This design comes from an exercise in tuning for small area on the open sky130 flow, not from production work.
In this exercise RTL edits were held to simulation tests only and were not proved equivalent to the original.
Power is estimated from default activity; no workload was simulated.

--- run.sh ---
#!/bin/bash
# synth_recipe.tcl (not shown) runs the flow's synth.tcl, then flattens the netlist and writes it again
# the make line also repeats each setting of config.mk as NAME=value (left out here)
make -C /OpenROAD-flow-scripts/flow DESIGN_CONFIG=/design/flow/config.mk WORK_HOME=/design/flow/orfs CLKGATE_MAP_FILE= SYNTH_SCRIPT=/design/flow/synth_recipe.tcl finish
--- constraint.sdc ---
create_clock -name core_clock -period 7.0 [get_ports {clk}]
set_input_delay 1.4000 -clock core_clock [delete_from_list [all_inputs] [get_ports {clk}]]
set_output_delay 1.4000 -clock core_clock [all_outputs]
set_load 0.01 [all_outputs]
--- config.mk ---
export PLATFORM = sky130hd
export DESIGN_NAME = uavtalk_rx
export DESIGN_NICKNAME = uavtalk_rx
export VERILOG_FILES = /design/flow/design.v
export SDC_FILE = /design/flow/constraint.sdc
export NUM_CORES = 4
export LEC_CHECK = 0
export CAP_MARGIN = 20
export CORE_MARGIN = 2
export CORE_UTILIZATION = 40
export SLEW_MARGIN = 20
--- design.v ---
module uavtalk_rx #(
    parameter STAT_W = 16
) (
    input  wire              clk,
    input  wire              rst,           
    input  wire              in_valid,
    input  wire [7:0]        in_byte,
    input  wire              cat_hit,
    input  wire [15:0]       cat_size,
    input  wire              stats_clr,
    output reg               res_valid,
    output wire [1:0]        res_code,      
    output reg  [2:0]        err_code,
    output wire [7:0]        frm_type,
    output wire [31:0]       frm_objid,
    output wire [15:0]       frm_instid,
    output wire [7:0]        frm_len,
    output reg               pl_valid,
    output reg  [7:0]        pl_byte,
    output reg  [7:0]        pl_index,
    output reg  [STAT_W-1:0] rx_bytes,
    output reg  [STAT_W-1:0] rx_objects,
    output reg  [STAT_W-1:0] rx_errors
);
    localparam [3:0] S_SYNC     = 4'd0,
                     S_TYPE     = 4'd1,
                     S_SIZE     = 4'd2,
                     S_OBJID    = 4'd3,
                     S_INSTID   = 4'd4,
                     S_DATA     = 4'd5,
                     S_CHECKSUM = 4'd6,
                     S_COMPLETE = 4'd7,
                     S_ERROR    = 4'd8;
    localparam [1:0] R_AWAIT = 2'd0,
                     R_OK    = 2'd1,
                     R_DISC  = 2'd2;
    localparam [2:0] E_NONE         = 3'd0,
                     E_BAD_SYNC     = 3'd1,
                     E_BAD_VERSION  = 3'd2,
                     E_BAD_SIZE     = 3'd3,
                     E_UNKNOWN_OBJ  = 3'd4,
                     E_TOO_LARGE    = 3'd5,
                     E_LEN_MISMATCH = 3'd6,
                     E_BAD_CHECKSUM = 3'd7;
    localparam [7:0] SYNC_VAL = 8'h3C;
    function [7:0] crc8_update;
        input [7:0] crc;
        input [7:0] data;
        integer i;
        reg [7:0] c;
        begin
            c = crc ^ data;
            for (i = 0; i < 8; i = i + 1)
                c = c[7] ? ((c << 1) ^ 8'h07) : (c << 1);
            crc8_update = c;
        end
    endfunction
    function [STAT_W-1:0] sat_inc;
        input [STAT_W-1:0] v;
        begin
            sat_inc = (&v) ? v : v + 1'b1;
        end
    endfunction
    reg [3:0]  rx_state;
    reg [7:0]  rx_crc;
    reg [7:0]  rx_type;
    reg [15:0] rx_size;
    reg [31:0] rx_objid;
    reg [15:0] rx_instid;
    reg [7:0]  rx_count;
    reg [7:0]  rx_expected;
    reg [8:0]  rx_pktlen;
    reg [3:0]  n_state;
    reg [7:0]  n_crc;
    reg [7:0]  n_type;
    reg [15:0] n_size;
    reg [31:0] n_objid;
    reg [15:0] n_instid;
    reg [7:0]  n_count;
    reg [7:0]  n_expected;
    reg [8:0]  n_pktlen;
    reg [2:0]  n_err;
    reg        n_pl;
    reg [3:0]  cur;         
    reg [15:0] exp_len;     
    reg [15:0] full_size;
    reg [15:0] full_inst;
    reg [8:0]  pkt_inc;
    always @* begin
        n_state    = rx_state;
        n_crc      = rx_crc;
        n_type     = rx_type;
        n_size     = rx_size;
        n_objid    = rx_objid;
        n_instid   = rx_instid;
        n_count    = rx_count;
        n_expected = rx_expected;
        n_pktlen   = rx_pktlen;
        n_err      = E_NONE;
        n_pl       = 1'b0;
        full_size  = {in_byte, rx_size[7:0]};
        full_inst  = {in_byte, rx_instid[7:0]};
        pkt_inc    = rx_pktlen + 9'd1;
        exp_len    = 16'd0;
        if (rx_state == S_COMPLETE || rx_state == S_ERROR)
            cur = S_SYNC;
        else
            cur = rx_state;
        case (cur)
            S_SYNC: begin
                if (in_byte == SYNC_VAL) begin
                    n_crc    = crc8_update(8'h00, SYNC_VAL);
                    n_pktlen = 9'd1;
                    n_count  = 8'd0;
                    n_state  = S_TYPE;
                end else begin
                    n_err   = E_BAD_SYNC;
                    n_state = S_SYNC;
                end
            end
            S_TYPE: begin
                n_crc    = crc8_update(rx_crc, in_byte);
                n_pktlen = pkt_inc;
                if (in_byte >= 8'h20 && in_byte <= 8'h24) begin
                    n_type  = in_byte;
                    n_count = 8'd0;
                    n_state = S_SIZE;
                end else begin
                    n_err   = E_BAD_VERSION;
                    n_state = S_SYNC;
                end
            end
            S_SIZE: begin
                n_crc    = crc8_update(rx_crc, in_byte);
                n_pktlen = pkt_inc;
                if (rx_count == 8'd0) begin
                    n_size  = {8'h00, in_byte};
                    n_count = 8'd1;
                end else begin
                    n_size  = full_size;
                    n_count = 8'd0;
                    if (full_size < 16'd10 || full_size > 16'd266) begin
                        n_err   = E_BAD_SIZE;
                        n_state = S_ERROR;
                    end else begin
                        n_state = S_OBJID;
                    end
                end
            end
            S_OBJID: begin
                n_crc    = crc8_update(rx_crc, in_byte);
                n_pktlen = pkt_inc;
                case (rx_count[1:0])
                    2'd0: n_objid = {24'h000000, in_byte};
                    2'd1: n_objid = {rx_objid[31:16], in_byte, rx_objid[7:0]};
                    2'd2: n_objid = {rx_objid[31:24], in_byte, rx_objid[15:0]};
                    default: n_objid = {in_byte, rx_objid[23:0]};
                endcase
                if (rx_count == 8'd3) begin
                    n_count = 8'd0;
                    n_state = S_INSTID;
                end else begin
                    n_count = rx_count + 8'd1;
                end
            end
            S_INSTID: begin
                n_crc    = crc8_update(rx_crc, in_byte);
                n_pktlen = pkt_inc;
                if (rx_count == 8'd0) begin
                    n_instid = {8'h00, in_byte};
                    n_count  = 8'd1;
                end else begin
                    n_instid = full_inst;
                    n_count  = 8'd0;
                    if (rx_type == 8'h21 || rx_type == 8'h23 || rx_type == 8'h24)
                        exp_len = 16'd0;
                    else
                        exp_len = cat_size;
                    if (!cat_hit) begin
                        n_err   = E_UNKNOWN_OBJ;
                        n_state = S_ERROR;
                    end else if (exp_len >= 16'd256) begin
                        n_err   = E_TOO_LARGE;
                        n_state = S_ERROR;
                    end else if (exp_len + 16'd10 != rx_size) begin
                        n_err   = E_LEN_MISMATCH;
                        n_state = S_ERROR;
                    end else begin
                        n_expected = exp_len[7:0];
                        if (exp_len != 16'd0)
                            n_state = S_DATA;
                        else
                            n_state = S_CHECKSUM;
                    end
                end
            end
            S_DATA: begin
                n_crc    = crc8_update(rx_crc, in_byte);
                n_pktlen = pkt_inc;
                n_pl     = 1'b1;
                n_count  = rx_count + 8'd1;
                if (rx_count + 8'd1 == rx_expected)
                    n_state = S_CHECKSUM;
            end
            S_CHECKSUM: begin
                n_pktlen = pkt_inc;
                if (in_byte != rx_crc) begin
                    n_err   = E_BAD_CHECKSUM;
                    n_state = S_ERROR;
                end else if ({7'd0, pkt_inc} != rx_size + 16'd1) begin
                    n_err   = E_BAD_CHECKSUM;
                    n_state = S_ERROR;
                end else begin
                    n_state = S_COMPLETE;
                end
            end
            default: begin
                n_state = S_SYNC;
            end
        endcase
    end
    assign res_code = (rx_state == S_COMPLETE) ? R_OK :
                      (rx_state == S_SYNC || rx_state == S_ERROR) ? R_DISC : R_AWAIT;
    assign frm_type   = rx_type;
    assign frm_objid  = rx_objid;
    assign frm_instid = rx_instid;
    assign frm_len    = rx_expected;
    wire step_ok   = (n_state == S_COMPLETE);
    wire step_disc = (n_state == S_SYNC || n_state == S_ERROR);
    always @(posedge clk) begin
        if (rst) begin
            rx_state    <= S_SYNC;
            rx_crc      <= 8'h00;
            rx_type     <= 8'h00;
            rx_size     <= 16'h0000;
            rx_objid    <= 32'h00000000;
            rx_instid   <= 16'h0000;
            rx_count    <= 8'h00;
            rx_expected <= 8'h00;
            rx_pktlen   <= 9'd0;
            res_valid   <= 1'b0;
            err_code    <= E_NONE;
            pl_valid    <= 1'b0;
            pl_byte     <= 8'h00;
            pl_index    <= 8'h00;
        end else begin
            res_valid <= in_valid;
            pl_valid  <= in_valid & n_pl;
            if (in_valid) begin
                rx_state    <= n_state;
                rx_crc      <= n_crc;
                rx_type     <= n_type;
                rx_size     <= n_size;
                rx_objid    <= n_objid;
                rx_instid   <= n_instid;
                rx_count    <= n_count;
                rx_expected <= n_expected;
                rx_pktlen   <= n_pktlen;
                err_code    <= n_err;
                if (n_pl) begin
                    pl_byte  <= in_byte;
                    pl_index <= rx_count;
                end
            end
        end
    end
    reg [STAT_W-1:0] b_bytes, b_objects, b_errors;
    always @* begin
        b_bytes   = stats_clr ? {STAT_W{1'b0}} : rx_bytes;
        b_objects = stats_clr ? {STAT_W{1'b0}} : rx_objects;
        b_errors  = stats_clr ? {STAT_W{1'b0}} : rx_errors;
    end
    always @(posedge clk) begin
        if (rst) begin
            rx_bytes   <= {STAT_W{1'b0}};
            rx_objects <= {STAT_W{1'b0}};
            rx_errors  <= {STAT_W{1'b0}};
        end else begin
            rx_bytes   <= (in_valid)              ? sat_inc(b_bytes)   : b_bytes;
            rx_objects <= (in_valid && step_ok)   ? sat_inc(b_objects) : b_objects;
            rx_errors  <= (in_valid && step_disc) ? sat_inc(b_errors)  : b_errors;
        end
    end
endmodule
==> run summary <==
==> Yosys cell counts (all sizes together), types with 4 or more instances <==
cell     instances  area (um^2)
a211oi           6        45.04
a21oi          124        620.6
a22oi           15        112.6
a31oi            8        50.05
and2            15        93.84
and3            25        156.4
and4             6        52.55
buf             18        91.34
clkbuf          66        247.7
dfxtp          178         3563
ha              15        187.7
inv             23        86.33
mux2             4        45.04
mux2i           18        180.2
nand2          160        600.6
nand2b           6        37.54
nand3           74        370.4
nand3b           9        67.56
nand4           23        150.1
nor2           106        397.9
nor2b           22        137.6
nor3            18        95.09
nor3b            5        37.54
nor4            25        162.6
o2111ai          6        52.55
o211ai          10        75.07
o21a             4        30.03
o21ai           58        294.0
o22ai            5        31.28
o311ai           4        35.03
o31a             6        52.55
o31ai           10        75.07
o41ai            5        43.79
or3             25        156.4
or3b             6        52.55
or4             20        153.9
xnor2           52        455.4
xor2            19        166.4
==> power groups by stage <==
stage          Sequential (mW)  Clock (mW)  Combinational (mW)
6_report                  1.04       0.945               0.223
3_5_place_dp              1.06           0               0.221
4_1_cts                   1.04       0.965               0.223
2_1_floorplan             1.05           0               0.153
3_3_place_gp              1.06           0               0.221
5_1_grt                   1.04        1.01               0.244
==> metal layers <==
| layer | up-vias | global-route usage | wire [um] | part of all wire |
|---|---|---|---|---|
| li1 | 4681 | - | - | - |
| met1 | 4500 | 0.3169 | 14130 | 0.47 |
| met3 | 26 | 0.05548 | 2175 | 0.073 |
| met4 | 0 | 0.06488 | 486 | 0.016 |
| met2 | 310 | 0.3573 | 13080 | 0.44 |
| met5 | - | 0 | 0 | 0 |
==> kinds of logic after synthesis <==
group	Yosys count
and+or+nand+nor	554
AOI/OAI and AO/OA	289
DFF	178
buffers and inverters	109
xor gates and xnor gates	74
muxes	22
adders and majority gates	15
==> flip-flops by register name, summed over array words and instances (netlist names) <==
signal       cells
rx_pktlen        9
rx_type          8
rx_state         4
pl_valid         1
err_code         3
rx_instid       16
rx_expected      8
rx_objid        32
rx_objects      16
pl_byte          8
rx_errors       16
pl_index         8
rx_bytes        16
rx_crc           8
res_valid        1
rx_count         8
rx_size         16
==> worst paths after layout <==
| check | depth (start not counted) | endpoint | slack (ns) | start |
|---|---|---|---|---|
| worst max-delay path | 14 | rx_objects[4]$_SDFF_PP0_ | 1.67 | rx_type[2]$_SDFFE_PP0P_ |
| worst min-delay path | 2 | rx_objid[24]$_SDFFE_PP0P_ | 0.45 | rx_objid[24]$_SDFFE_PP0P_ |
| worst min register to register | 2 | rx_objid[24]$_SDFFE_PP0P_ | 0.45 | rx_objid[24]$_SDFFE_PP0P_ |
| worst max register to register | 14 | rx_objects[4]$_SDFF_PP0_ | 1.67 | rx_type[2]$_SDFFE_PP0P_ |
==> critical path: cells and delay by family (launching register included) <==
kind / cells / cell delay [ns]
xor+xnor: 1 / 0.14
compound gates: 3 / 1.33
fa+ha+maj: 1 / 0.29
flops: 1 / 0.36
simple gates: 9 / 3.12
==> cells in the final DEF, fill, tap and decap left out, types with 5 or more instances in the layout <==
cell type	netlist	routed
o31ai_1	10	10
nor4_1	24	24
a22oi_1	15	15
nor3_1	17	17
nand2_1	160	160
o211ai_1	10	10
a21oi_1	124	124
or4_1	19	19
and4_1	6	6
and2_1	15	15
nand4_1	22	22
nand3b_1	9	9
o2111ai_1	6	6
nor3b_1	5	5
clkbuf_16	0	17
nor2_1	106	106
o41ai_1	5	5
xnor2_1	52	52
or3b_2	6	6
inv_8	0	5
o31a_1	6	6
a211oi_1	6	6
and3_1	25	25
nand3_1	74	74
nor2b_1	22	22
a31oi_1	8	8
xor2_1	19	19
mux2i_1	18	18
nand2b_1	6	6
o21ai_0	54	54
ha_1	15	15
or3_1	25	25
clkdlybuf4s50_1	0	162
o22ai_1	5	5
inv_1	23	23
buf_4	3	17
dfxtp_1	178	178
==> through the flow <==
step,setup slack (ns),total power [mW]
global route,1.081,2.290
detailed placement,1.271,1.281
floorplan,2.341,1.205
global placement,1.390,1.281
finish,1.671,2.205
CTS,1.685,2.224
==> final cells by class <==
cell class | instances | area, um^2
clock buffer | 18 | 439.2
clock inverter | 14 | 137.6
fill | 2355 | 11560
inverter | 25 | 93.84
multi-input combinational | 954 | 5672
sequential | 178 | 3563
tap | 319 | 399.1
timing repair buffer | 179 | 1749
==> results.sh <==
export IMPL_finish_utilization=0.5105
export IMPL_hold_buffers=0
export IMPL_max_slew_margin=0.2791
export IMPL_io_pins=164
export IMPL_fin_worst_skew_ns=0.01256
export IMPL_end_kind="register"
export IMPL_crit_fanout=24
export IMPL_fin_setup_tns_ns=0
export IMPL_p_seq_frac=0.470
export IMPL_synth_top_family_by_area="simple AND/OR/NAND/NOR gates"
export IMPL_cts_max_path_buffers=2
export IMPL_synthFlopType="dfxtp_1"
export IMPL_cts_root_buf="clkbuf_16"
export IMPL_drive_gt1_frac=0.05263
export IMPL_row_count=56
export IMPL_hold_viol=0
export IMPL_antenna_cells=0
export IMPL_crit_chain="or3b_2 -> a211o_1 -> and2_1 -> ha_1 -> o211ai_1 -> nor2_1 -> xnor2_1 -> a2111oi_0 -> nand4_1 -> nor4_1 -> nor2_1 -> or4_1 -> or4_1 -> nand2_1"
export IMPL_cp_data_required_time_ns=7.38
export IMPL_path_class="reg -> reg"
export IMPL_synth_mux_area_frac=0.02329
export IMPL_cp_slowest_cell="or4_1"
export IMPL_gr_total_overflow=0
export IMPL_synth_xor_area_frac=0.07131
export IMPL_nets=1399
export IMPL_synth_simple_area_share=0.2894
export IMPL_cts_buffers=17
export IMPL_cts_tree="done"
export IMPL_hold_slack_ns=0.4501
export IMPL_portBuffers=163
export IMPL_postCtsSetupBuffers=0
export IMPL_synth_area_um2=9668
export IMPL_power_density_nw_per_um2=182.9
export IMPL_drtAntennaViolNets=0
export IMPL_wire_per_inst_um=17.71
export IMPL_stdcell_count=1687
export IMPL_clkTransAtPathRegs_ns=0.08
export IMPL_synth_edf_count=0
export IMPL_p_comb_frac=0.101
export IMPL_synth_cell_types=71
export IMPL_start_util=0.4094
export IMPL_dieWidth_um=159.5
export IMPL_slowest_delay_ns=0.71
export IMPL_hold_path_class="reg -> reg"
export IMPL_yosysSeqAreaShare=0.3686
export IMPL_syn_instance_count=1241
export IMPL_dpl_cell_area_um2=11480
export IMPL_max_freq_mhz=187.6
export IMPL_p_sw_uw=614.7
export IMPL_first_pass_iters=5
export IMPL_area_growth_pct=24.68
export IMPL_insertion_delay_ns=0.44
export IMPL_post_cts_resized=0
export IMPL_die_y_um=159.5
export IMPL_htreeDepth=4
export IMPL_drt_vias_per_instance=5.641
export IMPL_cp_start_kind="register"
export IMPL_antenna_found_initial=0
export IMPL_synth_ff_latch_count=178
export IMPL_yosys_warnings=1
export IMPL_drt_iter0_drc=646
export IMPL_grt_pass1_wl_mm=47.69
export IMPL_setup_viol=0
export IMPL_clock_power_share=0.429
export IMPL_syn_avg_cell_area_um2=7.791
export IMPL_rsz0062_at_grt="no"
export IMPL_report_final_slew_viol_count=0
export IMPL_dieArea_um2=25430
export IMPL_drc_errors=0
export IMPL_grt_start_max_net_pins=94
export IMPL_cp_arrival_ns=5.71
export IMPL_worst_pin_slew_ns=1.077
export IMPL_synth_compound_area_frac=0.1833
export IMPL_place_hpwl_mm=20.90
export IMPL_p_int_mw=1.590
export IMPL_swShare=0.2788
export IMPL_leakagePower_nw=4.103
export IMPL_drt_wl_total_mm=29.87
export IMPL_status="complete, no violations"
export IMPL_synthArstFlopShare=0
export IMPL_fin_crit_ns=5.329
export IMPL_syn_nets=1285
export IMPL_synthAdderAreaFrac=0.01941
export IMPL_grt_pass1_vias=8735
export IMPL_coreArea_um2=23610
export IMPL_cts_sinks=178
export IMPL_vias=9517
export IMPL_track_usage=0.2298
export IMPL_place_inst=1655
export IMPL_ir_drop_uv=157.2
export IMPL_post_route_period_util=0.7613
export IMPL_routabilityCongestion=0.8360
export IMPL_maxCapViolCount=0
export IMPL_stdcell_area_um2=12050

[static timing again, ports no longer ideal]
The results above use ideal ports. As a check the final layout listed here was re-extracted and re-timed, cells and wires unchanged. Step 1 sets driving cells, clkbuf_16 on the clock port and buf_2 on the other inputs (assumed; they add their load-dependent delay and slew). Step 2 also shifts input and output timing later by t, the mid clock arrival at the registers, as if the neighbouring blocks saw the same clock. a / b / c = ideal ports / drivers / drivers and shift; a / b = the first two.
shift t [ns]: 0.475
slack for setup (ns): 1.671 / 1.671 / 1.224
hold WS [ns]: 0.450 / 0.450 / 0.450
slew at the worst register clock pin (ns): 0.08 / 0.08
After both steps setup and hold are still met in this run. The setup slack of this run moves by 0.000 ns with the drivers and by -0.447 ns with both steps.
